This is an optimization exercise on Yosys and OpenROAD, whose aim is small area, a short achievable clock period and few clock cycles, not a production implementation.
In this exercise RTL edits were held to simulation tests only and were not proved equivalent to the original.
Power figures rest on the tool's default switching activity, not on a simulated workload.

==> inputs of job 3617 <==
## phpb_serial
module phpb_serial (
    input  wire        clk,
    input  wire        rst,             
    input  wire        cfg_guard_en,    
    input  wire [16:0] cfg_max_len,     
    input  wire        cfg_drop_zero,   
    input  wire        rx_in_valid,
    output wire        rx_in_ready,
    input  wire [7:0]  rx_in_data,
    input  wire        rx_in_last,      
    output wire        rx_out_valid,
    input  wire        rx_out_ready,
    output wire [7:0]  rx_out_data,
    output wire        rx_out_sop,
    output wire        rx_out_eop,
    output wire [47:0] rx_out_hdr,      
    output wire [16:0] rx_out_tlen,     
    input  wire        tx_in_valid,
    output wire        tx_in_ready,
    input  wire [7:0]  tx_in_data,
    output wire        tx_out_valid,
    input  wire        tx_out_ready,
    output wire [7:0]  tx_out_data,
    output reg  [15:0] cnt_rx_pkt,
    output reg  [15:0] cnt_malformed,
    output reg  [15:0] cnt_zero_drop
);
    wire       bw       = (cfg_max_len[7:0] < 8'd7);
    reg  [7:0] m_lo;        
    always @(posedge clk)
        m_lo <= cfg_max_len[7:0] - 8'd7;
    wire       g_never  = !cfg_guard_en || (cfg_max_len >= 17'd65542);   
  ...
clock: 6.0 ns
lec_check: 0
cap_margin: 20
core_margin: 2
core_utilization: 40
setup_slack_margin: 3.6
slew_margin: 20
tns_end_percent: 100
standard.sh (not shown) runs the stock make flow with config.mk's settings and CLKGATE_MAP_FILE= SYNTH_SCRIPT=/design/flow/synth_recipe.tcl, a recipe that flattens the netlist after the stock synthesis.
==> flow/flow/run.sh <==
#!/bin/bash
# Standard layout, with the port buffers made from buf_2 cells instead of the
# resizer's default choice. Full tool output goes to flow_standard.log.
set -euo pipefail
export BUFFER_PORTS_ARGS="-buffer_cell sky130_fd_sc_hd__buf_2"
bash standard.sh > flow_standard.log 2>&1
==> job 7898 (differences from job 3617) <==
==> flow/flow/run.sh (replaced) <==
#!/bin/bash
# Standard layout, with the port buffers made from buf_1 cells instead of the
# resizer's default choice. Full tool output goes to flow_standard.log.
set -euo pipefail
export BUFFER_PORTS_ARGS="-buffer_cell sky130_fd_sc_hd__buf_1"
bash standard.sh > flow_standard.log 2>&1
--- a/flow/config.mk
+++ b/flow/config.mk
@@ -10,4 +10,3 @@
 export CORE_UTILIZATION = 40
 export SETUP_SLACK_MARGIN = 3.6
 export SLEW_MARGIN = 20
-export TNS_END_PERCENT = 100
==> impl_metrics.py <==
metrics = {
    "setup_path": {
        "cp-endpoint": "tt[3]",
        "critical_path_peak_fanout": 5,
    },
    "status": {
        "outcome": "no timing/DRC/antenna violations",
    },
    "grt": {
        "grt_util_met1_pct": 25.4,
    },
    "power_and_ir_drop": {
        "p_sw_share_pct": 25.5,
        "pwr-share-comb_pct": 7.7,
    },
    "clocking": {
        "cts_resized": 47,
    },
    "route": {
        "wl_mm": 21.7,
    },
}
# the run above: job 3617

==> impl_metrics.py <==
metrics = {
    "grt": {
        "grt_util_met1_pct": 25.9,
    },
    "status": {
        "outcome": "no timing/DRC/antenna violations",
    },
    "route": {
        "viasPerCell": 5.20,
    },
    "power_and_ir_drop": {
        "p_sw_share_pct": 25.5,
        "pwr-share-comb_pct": 7.4,
    },
    "clocking": {
        "cts_resized": 45,
    },
    "synth": {
        "synthCells": 900,
    },
}
# the run above: job 7898

Testbench counts of job 3617, summed over its fixed seeds: cycles 121,481.
Testbench counts of job 7898, summed over its fixed seeds: cycles 121,481.


==> job 3269: inputs <==
==> flow/design.v <==
module phpb_serial (
    input  wire        clk,
    input  wire        rst,             
    input  wire        cfg_guard_en,    
    input  wire [16:0] cfg_max_len,     
    input  wire        cfg_drop_zero,   
    input  wire        rx_in_valid,
    output wire        rx_in_ready,
    input  wire [7:0]  rx_in_data,
    input  wire        rx_in_last,      
    output wire        rx_out_valid,
    input  wire        rx_out_ready,
    output wire [7:0]  rx_out_data,
    output wire        rx_out_sop,
    output wire        rx_out_eop,
    output wire [47:0] rx_out_hdr,      
    output wire [16:0] rx_out_tlen,     
    input  wire        tx_in_valid,
    output wire        tx_in_ready,
    input  wire [7:0]  tx_in_data,
    output wire        tx_out_valid,
    input  wire        tx_out_ready,
    output wire [7:0]  tx_out_data,
    output reg  [15:0] cnt_rx_pkt,
    output reg  [15:0] cnt_malformed,
    output reg  [15:0] cnt_zero_drop
);
    reg [15:0] m;           
    reg        g_never;     
    reg        g_always;    
    reg        dz;
    always @(posedge clk) begin
        m        <= cfg_max_len[15:0] - 16'd7;
        g_never  <= !cfg_guard_en || (cfg_max_len >= 17'd65542);
        g_always <= cfg_guard_en && (cfg_max_len < 17'd7);
        dz       <= cfg_drop_zero;
    end
    reg       rdy;
    reg       ib_v, i2_v;
    reg [7:0] ib_d, i2_d;
    reg       ib_l, i2_l;
    reg       ib_ff, i2_ff;
    reg       ib_00, i2_00;
    reg       ib_gt, i2_gt;     
    wire take  = rx_in_valid && rdy;
    wire in_ff = (rx_in_data == 8'hFF);
    wire in_00 = (rx_in_data == 8'h00);
    wire in_gt = (rx_in_data > m[7:0]);
    assign rx_in_ready = rdy;
    reg        pend;        
    reg        body;        
    reg        disc;        
    reg        drop;        
    reg [2:0]  hc;          
    reg [5:0]  tt;          
    reg [5:0]  ct;          
    reg        sop_pend;    
    reg [47:0] sr;          
    reg        tl_a, tl_b;  
    reg        zf;          
    reg [16:0] remain;      
    reg        rend;        
    reg        ov, osop, oeop;
    reg [7:0]  od;
    reg        ev_pkt, ev_mal, ev_zero;
    wire hdr = !body && !disc;
    wire other  = !ib_ff && !ib_00;
    wire absorb = !pend && ib_ff;           
    wire split  = pend && other;            
    wire [7:0] tdata = pend ? {8{!ib_00}} : ib_d;
    wire tlast  = ib_l && !split;
    wire tgt_lo = split ? (m[7:0] != 8'hFF) : ib_gt;
    wire too_long = tl_a || (tl_b && tgt_lo);
    wire [5:0] tsel = tt & ~{1'b0, tt[5:1]};
    wire [7:0] top_byte = ({8{tsel[0]}} & sr[7:0])   | ({8{tsel[1]}} & sr[15:8])  |
                          ({8{tsel[2]}} & sr[23:16]) | ({8{tsel[3]}} & sr[31:24]) |
                          ({8{tsel[4]}} & sr[39:32]) | ({8{tsel[5]}} & sr[47:40]);
    wire [16:0] tlen_new = {1'b0, sr[7:0], tdata} + 17'd7;
    wire hc5   = (hc == 3'd5);
    wire ofree = !ov || rx_out_ready;
    wire acc = ib_v && (absorb || disc ||
                        (hdr  && (hc5 ? !ct[0] : !tt[5])) ||
                        (body && (drop || (!tt[5] && !(ov && osop && !rx_out_ready)))));
    wire tok      = acc && !absorb;             
    wire push     = tok && (hdr || (body && !drop));
    wire complete = tok && hdr && hc5;
    wire zdrop    = dz && zf;
    wire hdr_ok   = complete && !too_long && !zdrop;
    wire hdr_bad  = complete && too_long;
    wire btok     = tok && body;
    wire body_end = btok && rend;
    wire cons     = acc && !split;
    wire load     = ofree && (ct[0] || hdr_ok);
    wire bpush    = push && body;
    wire       n_pend = acc ? absorb : pend;
    wire       n_body = complete ? !too_long : (body && !body_end);
    wire       n_disc = complete ? (too_long && !tlast) : (disc && !(acc && tlast));
    wire       n_drop = complete ? zdrop : drop;
    wire [2:0] n_hc   = complete ? 3'd0 : ((tok && hdr) ? hc + 3'd1 : hc);
    wire       n_ov   = load || (ov && !rx_out_ready);
    wire [5:0] n_tt   = (complete && !hdr_ok) ? 6'd0 :
                        (push && !load)      ? {tt[4:0], 1'b1} :
                        (load && !push)      ? {1'b0, tt[5:1]} : tt;
    wire [5:0] n_ct   = hdr_ok              ? {!load, 5'b11111} :
                        (bpush && !load)     ? {ct[4:0], 1'b1} :
                        (load && !bpush)     ? {1'b0, ct[5:1]} : ct;
    wire       n_sopp = load ? 1'b0 : (sop_pend || hdr_ok);
    wire       ib_free = !ib_v || cons;
    wire       n_ibv   = ib_free ? (i2_v || take) : 1'b1;
    wire       n_i2v   = !ib_free && (i2_v || take);
    always @(posedge clk) begin
        if (ib_free) begin
            if (i2_v) begin
                ib_d  <= i2_d;
                ib_l  <= i2_l;
                ib_ff <= i2_ff;
                ib_00 <= i2_00;
                ib_gt <= i2_gt;
            end else if (take) begin
                ib_d  <= rx_in_data;
                ib_l  <= rx_in_last;
                ib_ff <= in_ff;
                ib_00 <= in_00;
                ib_gt <= in_gt;
            end
        end else if (take) begin
            i2_d  <= rx_in_data;
            i2_l  <= rx_in_last;
            i2_ff <= in_ff;
            i2_00 <= in_00;
            i2_gt <= in_gt;
        end
        if (push)
            sr <= {sr[39:0], tdata};
        if (tok && hdr) begin
            if (hc == 3'd0) zf <= (tdata == 8'h00);
            if (hc == 3'd4) begin
                tl_a <= g_always || (!g_never && (tdata > m[15:8]));
                tl_b <= !g_always && !g_never && (tdata == m[15:8]);
            end
        end
        if (complete) begin
            remain <= tlen_new;
            rend   <= (sr[7:0] == 8'h00) && (tdata == 8'h00);
        end else if (btok) begin
            remain <= remain - 17'd1;
            rend   <= (remain == 17'd8);
        end
        if (load) begin
            od   <= top_byte;
            osop <= hdr_ok || sop_pend;
            oeop <= !body && ct[0] && !ct[1];
        end
        if (rst) begin
            rdy      <= 1'b1;
            ib_v     <= 1'b0;
            i2_v     <= 1'b0;
            pend     <= 1'b0;
            body     <= 1'b0;
            disc     <= 1'b0;
            drop     <= 1'b0;
            hc       <= 3'd0;
            tt       <= 6'd0;
            ct       <= 6'd0;
            sop_pend <= 1'b0;
            ov       <= 1'b0;
            ev_pkt   <= 1'b0;
            ev_mal   <= 1'b0;
            ev_zero  <= 1'b0;
        end else begin
            rdy      <= !n_i2v;
            ib_v     <= n_ibv;
            i2_v     <= n_i2v;
            pend     <= n_pend;
            body     <= n_body;
            disc     <= n_disc;
            drop     <= n_drop;
            hc       <= n_hc;
            tt       <= n_tt;
            ct       <= n_ct;
            sop_pend <= n_sopp;
            ov       <= n_ov;
            ev_pkt   <= body_end && !drop;
            ev_mal   <= hdr_bad;
            ev_zero  <= body_end && drop;
        end
    end
    always @(posedge clk) begin
        if (rst) begin
            cnt_rx_pkt    <= 16'd0;
            cnt_malformed <= 16'd0;
            cnt_zero_drop <= 16'd0;
        end else begin
            if (ev_pkt && cnt_rx_pkt != 16'hFFFF)
                cnt_rx_pkt <= cnt_rx_pkt + 16'd1;
            if (ev_mal && cnt_malformed != 16'hFFFF)
                cnt_malformed <= cnt_malformed + 16'd1;
            if (ev_zero && cnt_zero_drop != 16'hFFFF)
                cnt_zero_drop <= cnt_zero_drop + 16'd1;
        end
    end
    assign rx_out_valid = ov;
    assign rx_out_data  = od;
    assign rx_out_sop   = osop;
    assign rx_out_eop   = oeop;
    assign rx_out_hdr   = sr;
    assign rx_out_tlen  = remain;
    reg       trdy;
    reg       tov;
    reg [7:0] tod;
    reg       tpv, tpb;
    reg       sv;
    reg [7:0] sd;
    wire ttake  = tx_in_valid && trdy;
    wire tofree = !tov || tx_out_ready;
    wire in_sp  = (tx_in_data == 8'hFF) || (tx_in_data == 8'h00);
    wire sd_sp  = (sd == 8'hFF) || (sd == 8'h00);
    wire tdirect = tofree && !tpv && !sv;
    reg  n_sv;
    always @(*) begin
        n_sv = sv;
        if (tofree && !tpv && sv)
            n_sv = 1'b0;
        if (ttake && !tdirect)
            n_sv = 1'b1;
    end
    assign tx_in_ready = trdy;
    always @(posedge clk) begin
        if (tofree) begin
            if (tpv) begin
                tod <= {8{tpb}};
            end else if (sv) begin
                tod <= sd_sp ? 8'hFF : sd;
                tpb <= sd[0];
            end else if (ttake) begin
                tod <= in_sp ? 8'hFF : tx_in_data;
                tpb <= tx_in_data[0];
            end
        end
        if (ttake && !tdirect)
            sd <= tx_in_data;
        if (rst) begin
            trdy <= 1'b1;
            tov  <= 1'b0;
            tpv  <= 1'b0;
            sv   <= 1'b0;
        end else begin
            if (tofree) begin
                if (tpv) begin
                    tov <= 1'b1;
                    tpv <= 1'b0;
                end else if (sv) begin
                    tov <= 1'b1;
                    tpv <= sd_sp;
                end else if (ttake) begin
                    tov <= 1'b1;
                    tpv <= in_sp;
                end else begin
                    tov <= 1'b0;
                end
            end
            sv   <= n_sv;
            trdy <= !n_sv;
        end
    end
    assign tx_out_valid = tov;
    assign tx_out_data  = tod;
endmodule
==> flow/flow/run.sh <==
#!/bin/bash
# Standard layout, with the port buffers made from buf_2 cells instead of the
# resizer's default choice. Full tool output goes to flow_standard.log.
set -euo pipefail
export BUFFER_PORTS_ARGS="-buffer_cell sky130_fd_sc_hd__buf_2"
bash standard.sh > flow_standard.log 2>&1
==> flow/standard.sh <==
#!/bin/bash
# synth_recipe.tcl (not shown) runs the flow's synth.tcl, then flattens the netlist and writes it again
# the make line also repeats each setting of config.mk as NAME=value (left out here)
make -C /OpenROAD-flow-scripts/flow DESIGN_CONFIG=/design/flow/config.mk WORK_HOME=/design/flow/orfs CLKGATE_MAP_FILE= SYNTH_SCRIPT=/design/flow/synth_recipe.tcl "${@:-finish}"
==> flow/config.mk <==
export PLATFORM = sky130hd
export DESIGN_NAME = phpb_serial
export DESIGN_NICKNAME = phpb_serial
export VERILOG_FILES = /design/flow/design.v
export SDC_FILE = /design/flow/constraint.sdc
export NUM_CORES = 4
export LEC_CHECK = 0
export CAP_MARGIN = 20
export CORE_MARGIN = 2
export CORE_UTILIZATION = 40
export SETUP_SLACK_MARGIN = 3.5
export SLEW_MARGIN = 20
==> flow/constraint.sdc <==
create_clock -name core_clock -period 6.0 [get_ports {clk}]
set_input_delay 1.2000 -clock core_clock [delete_from_list [all_inputs] [get_ports {clk}]]
set_output_delay 1.2000 -clock core_clock [all_outputs]
set_load 0.01 [all_outputs]
==> inputs of job 8257, as changes to job 3269 <==
==> flow/design.v, changed modules only <==
module phpb_serial (
    input  wire        clk,
    input  wire        rst,             
    input  wire        cfg_guard_en,    
    input  wire [16:0] cfg_max_len,     
    input  wire        cfg_drop_zero,   
    input  wire        rx_in_valid,
    output wire        rx_in_ready,
    input  wire [7:0]  rx_in_data,
    input  wire        rx_in_last,      
    output wire        rx_out_valid,
    input  wire        rx_out_ready,
    output wire [7:0]  rx_out_data,
    output wire        rx_out_sop,
    output wire        rx_out_eop,
    output wire [47:0] rx_out_hdr,      
    output wire [16:0] rx_out_tlen,     
    input  wire        tx_in_valid,
    output wire        tx_in_ready,
    input  wire [7:0]  tx_in_data,
    output wire        tx_out_valid,
    input  wire        tx_out_ready,
    output wire [7:0]  tx_out_data,
    output reg  [15:0] cnt_rx_pkt,
    output reg  [15:0] cnt_malformed,
    output reg  [15:0] cnt_zero_drop
);
    reg [15:0] m;           
    reg        g_never;     
    reg        g_always;    
    reg        dz;
    always @(posedge clk) begin
        m        <= cfg_max_len[15:0] - 16'd7;
        g_never  <= !cfg_guard_en || (cfg_max_len >= 17'd65542);
        g_always <= cfg_guard_en && (cfg_max_len < 17'd7);
        dz       <= cfg_drop_zero;
    end
    reg       rdy;
    reg       ib_v, i2_v;
    reg [7:0] ib_d, i2_d;
    reg       ib_l, i2_l;
    reg       ib_ff, i2_ff;
    reg       ib_00, i2_00;
    reg       ib_gt, i2_gt;     
    wire take  = rx_in_valid && rdy;
    wire in_ff = (rx_in_data == 8'hFF);
    wire in_00 = (rx_in_data == 8'h00);
    wire in_gt = (rx_in_data > m[7:0]);
    assign rx_in_ready = rdy;
    reg        pend;        
    reg        body;        
    reg        disc;        
    reg        drop;        
    reg [2:0]  hc;          
    reg [4:0]  tt;          
    reg [4:0]  ct;          
    reg [39:0] sr;          
    reg        tl_a, tl_b;  
    reg        zf;          
    reg [16:0] remain;      
    reg        rend;        
    reg        ov, osop, oeop;
    reg [7:0]  od;
    reg        ev_pkt, ev_mal, ev_zero;
    wire hdr = !body && !disc;
    wire other  = !ib_ff && !ib_00;
    wire absorb = !pend && ib_ff;           
    wire split  = pend && other;            
    wire [7:0] tdata = pend ? {8{!ib_00}} : ib_d;
    wire tlast  = ib_l && !split;
    wire tgt_lo = split ? (m[7:0] != 8'hFF) : ib_gt;
    wire too_long = tl_a || (tl_b && tgt_lo);
    wire [4:0] tsel = tt & ~{1'b0, tt[4:1]};
    wire [7:0] top_byte = ({8{tsel[0]}} & sr[7:0])   | ({8{tsel[1]}} & sr[15:8])  |
                          ({8{tsel[2]}} & sr[23:16]) | ({8{tsel[3]}} & sr[31:24]) |
                          ({8{tsel[4]}} & sr[39:32]);
    wire [16:0] tlen_new = {1'b0, sr[7:0], tdata} + 17'd7;
    wire hc5   = (hc == 3'd5);
    wire ofree = !ov || rx_out_ready;
    wire room = !tt[4] || (ofree && ct[0]);
    wire acc = ib_v && (absorb || disc ||
                        (hdr  && (hc5 ? (!ct[0] && ofree) : room)) ||
                        (body && (drop || ofree || (!tt[4] && !osop))));
    wire tok      = acc && !absorb;             
    wire push     = tok && (hdr || (body && !drop));
    wire complete = tok && hdr && hc5;
    wire zdrop    = dz && zf;
    wire hdr_ok   = complete && !too_long && !zdrop;
    wire hdr_bad  = complete && too_long;
    wire btok     = tok && body;
    wire body_end = btok && rend;
    wire cons     = acc && !split;
    wire load     = ofree && (ct[0] || hdr_ok);
    wire bpush    = push && body;
    wire       n_pend = acc ? absorb : pend;
    wire       n_body = complete ? !too_long : (body && !body_end);
    wire       n_disc = complete ? (too_long && !tlast) : (disc && !(acc && tlast));
    wire       n_drop = complete ? zdrop : drop;
    wire [2:0] n_hc   = complete ? 3'd0 : ((tok && hdr) ? hc + 3'd1 : hc);
    wire       n_ov   = load || (ov && !rx_out_ready);
    wire [4:0] n_tt   = (complete && !hdr_ok) ? 5'd0 :
                        (push && !load)      ? {tt[3:0], 1'b1} :
                        (load && !push)      ? {1'b0, tt[4:1]} : tt;
    wire [4:0] n_ct   = hdr_ok              ? 5'b11111 :
                        (bpush && !load)     ? {ct[3:0], 1'b1} :
                        (load && !bpush)     ? {1'b0, ct[4:1]} : ct;
    wire       ib_free = !ib_v || cons;
    wire       n_ibv   = ib_free ? (i2_v || take) : 1'b1;
    wire       n_i2v   = !ib_free && (i2_v || take);
    always @(posedge clk) begin
        if (ib_free) begin
            if (i2_v) begin
                ib_d  <= i2_d;
                ib_l  <= i2_l;
                ib_ff <= i2_ff;
                ib_00 <= i2_00;
                ib_gt <= i2_gt;
            end else if (take) begin
                ib_d  <= rx_in_data;
                ib_l  <= rx_in_last;
                ib_ff <= in_ff;
                ib_00 <= in_00;
                ib_gt <= in_gt;
            end
        end else if (take) begin
            i2_d  <= rx_in_data;
            i2_l  <= rx_in_last;
            i2_ff <= in_ff;
            i2_00 <= in_00;
            i2_gt <= in_gt;
        end
        if (push)
            sr <= {sr[31:0], tdata};
        if (tok && hdr) begin
            if (hc == 3'd0) zf <= (tdata == 8'h00);
            if (hc == 3'd4) begin
                tl_a <= g_always || (!g_never && (tdata > m[15:8]));
                tl_b <= !g_always && !g_never && (tdata == m[15:8]);
            end
        end
        if (complete) begin
            remain <= tlen_new;
            rend   <= (sr[7:0] == 8'h00) && (tdata == 8'h00);
        end else if (btok) begin
            remain <= remain - 17'd1;
            rend   <= (remain == 17'd8);
        end
        if (load) begin
            od   <= top_byte;
            osop <= hdr_ok;
            oeop <= !body && ct[0] && !ct[1];
        end
        if (rst) begin
            rdy      <= 1'b1;
            ib_v     <= 1'b0;
            i2_v     <= 1'b0;
            pend     <= 1'b0;
            body     <= 1'b0;
            disc     <= 1'b0;
            drop     <= 1'b0;
            hc       <= 3'd0;
            tt       <= 5'd0;
            ct       <= 5'd0;
            ov       <= 1'b0;
            ev_pkt   <= 1'b0;
            ev_mal   <= 1'b0;
            ev_zero  <= 1'b0;
        end else begin
            rdy      <= !n_i2v;
            ib_v     <= n_ibv;
            i2_v     <= n_i2v;
            pend     <= n_pend;
            body     <= n_body;
            disc     <= n_disc;
            drop     <= n_drop;
            hc       <= n_hc;
            tt       <= n_tt;
            ct       <= n_ct;
            ov       <= n_ov;
            ev_pkt   <= body_end && !drop;
            ev_mal   <= hdr_bad;
            ev_zero  <= body_end && drop;
        end
    end
    always @(posedge clk) begin
        if (rst) begin
            cnt_rx_pkt    <= 16'd0;
            cnt_malformed <= 16'd0;
            cnt_zero_drop <= 16'd0;
        end else begin
            if (ev_pkt && cnt_rx_pkt != 16'hFFFF)
                cnt_rx_pkt <= cnt_rx_pkt + 16'd1;
            if (ev_mal && cnt_malformed != 16'hFFFF)
                cnt_malformed <= cnt_malformed + 16'd1;
            if (ev_zero && cnt_zero_drop != 16'hFFFF)
                cnt_zero_drop <= cnt_zero_drop + 16'd1;
        end
    end
    assign rx_out_valid = ov;
    assign rx_out_data  = od;
    assign rx_out_sop   = osop;
    assign rx_out_eop   = oeop;
    assign rx_out_hdr   = {od, sr};    
    assign rx_out_tlen  = remain;
    reg       trdy;
    reg       tov;
    reg [7:0] tod;
    reg       tpv, tpb;
    reg       sv;
    reg [7:0] sd;
    wire ttake  = tx_in_valid && trdy;
    wire tofree = !tov || tx_out_ready;
    wire in_sp  = (tx_in_data == 8'hFF) || (tx_in_data == 8'h00);
    wire sd_sp  = (sd == 8'hFF) || (sd == 8'h00);
    wire tdirect = tofree && !tpv && !sv;
    reg  n_sv;
    always @(*) begin
        n_sv = sv;
        if (tofree && !tpv && sv)
            n_sv = 1'b0;
        if (ttake && !tdirect)
            n_sv = 1'b1;
    end
    assign tx_in_ready = trdy;
    always @(posedge clk) begin
        if (tofree) begin
            if (tpv) begin
                tod <= {8{tpb}};
            end else if (sv) begin
                tod <= sd_sp ? 8'hFF : sd;
                tpb <= sd[0];
            end else if (ttake) begin
                tod <= in_sp ? 8'hFF : tx_in_data;
                tpb <= tx_in_data[0];
            end
        end
        if (ttake && !tdirect)
            sd <= tx_in_data;
        if (rst) begin
            trdy <= 1'b1;
            tov  <= 1'b0;
            tpv  <= 1'b0;
            sv   <= 1'b0;
        end else begin
            if (tofree) begin
                if (tpv) begin
                    tov <= 1'b1;
                    tpv <= 1'b0;
                end else if (sv) begin
                    tov <= 1'b1;
                    tpv <= sd_sp;
                end else if (ttake) begin
                    tov <= 1'b1;
                    tpv <= in_sp;
                end else begin
                    tov <= 1'b0;
                end
            end
            sv   <= n_sv;
            trdy <= !n_sv;
        end
    end
    assign tx_out_valid = tov;
    assign tx_out_data  = tod;
endmodule
--- a/flow/config.mk
+++ b/flow/config.mk
@@ -7,6 +7,7 @@
 export LEC_CHECK = 0
 export CAP_MARGIN = 20
 export CORE_MARGIN = 2
-export CORE_UTILIZATION = 40
+export CORE_UTILIZATION = 50
+export PLACE_DENSITY = 0.7
 export SETUP_SLACK_MARGIN = 3.5
 export SLEW_MARGIN = 20
==> flow_metrics.tcl <==
set metrics [dict create \
    status "complete, no violations" \
    cp_max_fo 10 \
    internal_power_w 0.00242 \
    finalNetCount 1187 \
    nWellTaps 265 \
    gr-usage-met1_pct 29.0 \
    crit_path_cell_trace "buf_2 > nand2b_4 > nand2_4 > a211oi_4 > buf_12 > nand4_4 > a21o_1 > ha_4 > o311a_1" \
    crit_slowest_cell "o311a_1" \
    wl_met1_um 10100 \
    r2r_cells 8 \
    grt_use_total_pct 20.8 \
    num-multi-input-gates 651 \
    first_pass_iters 5 \
    cp.required_ns 6.40 \
]
the above is filed under job 8257

==> flow_metrics.tcl <==
set metrics [dict create \
    rsz0062_at_grt "false" \
    gr-usage-met1_pct 25.5 \
    crit_slowest_cell "edfxtp_1" \
    finalNetCount 1209 \
    grt_use_total_pct 17.5 \
    synthAdderAreaFrac_pct 3.53 \
    mostFrequentLayoutCells "buf_2, edfxtp_1, dfxtp_1" \
    status "complete, no violations" \
    cp_max_fo 6 \
    wl_met1_um 11500 \
    synth-simple-area-share_pct 17.2 \
    area_growth_pct 22.7 \
    crit_path_cell_trace "buf_2" \
    synth_edf_count 120 \
    first_pass_iters 7 \
    num-multi-input-gates 654 \
    path_buf_inv 1 \
    nWellTaps 330 \
]
the above is filed under job 3269

Testbench counts of job 3269, summed over its fixed seeds: cycles 121,481.
Testbench counts of job 8257, summed over its fixed seeds: cycles 121,481.

-- port drivers added, routing unchanged --
In the flow no input, the clock included, has a driving cell. The finished layouts below were timed again as built, in two steps. Step 1: set_driving_cell puts a clkbuf_16 on clk and a buf_2 on each other input, an assumption about the parent block. Step 2, shift: input delay + t, output delay - t, t = (earliest + latest rising clock arrival at the registers) / 2. This alone moves slack from input paths to output paths. a / b / c = ideal / step 1 / step 2; a / b = the first two.
run | t, ns | slack for setup (ns) | worst setup path at the end | clock arrival spread, ns | cell pins on the clock port's net
job 3617 | 0.468 | 3.523 / 3.508 / 3.040 | input to register | 0.016 / 0.016 | 1
job 7898 | 0.467 | 3.455 / 3.446 / 2.980 | input to register | 0.019 / 0.019 | 1
job 3269 | 0.560 | 3.556 / 3.510 / 3.019 | input to register | 0.028 / 0.029 | 1
job 8257 | 0.540 | 3.549 / 3.515 / 3.003 | input to register | 0.031 / 0.031 | 1
After both steps setup and hold are still met in every run listed. The setup slack of job 8257, which loses most, moves by -0.034 ns with the drivers and by -0.546 ns with both steps.
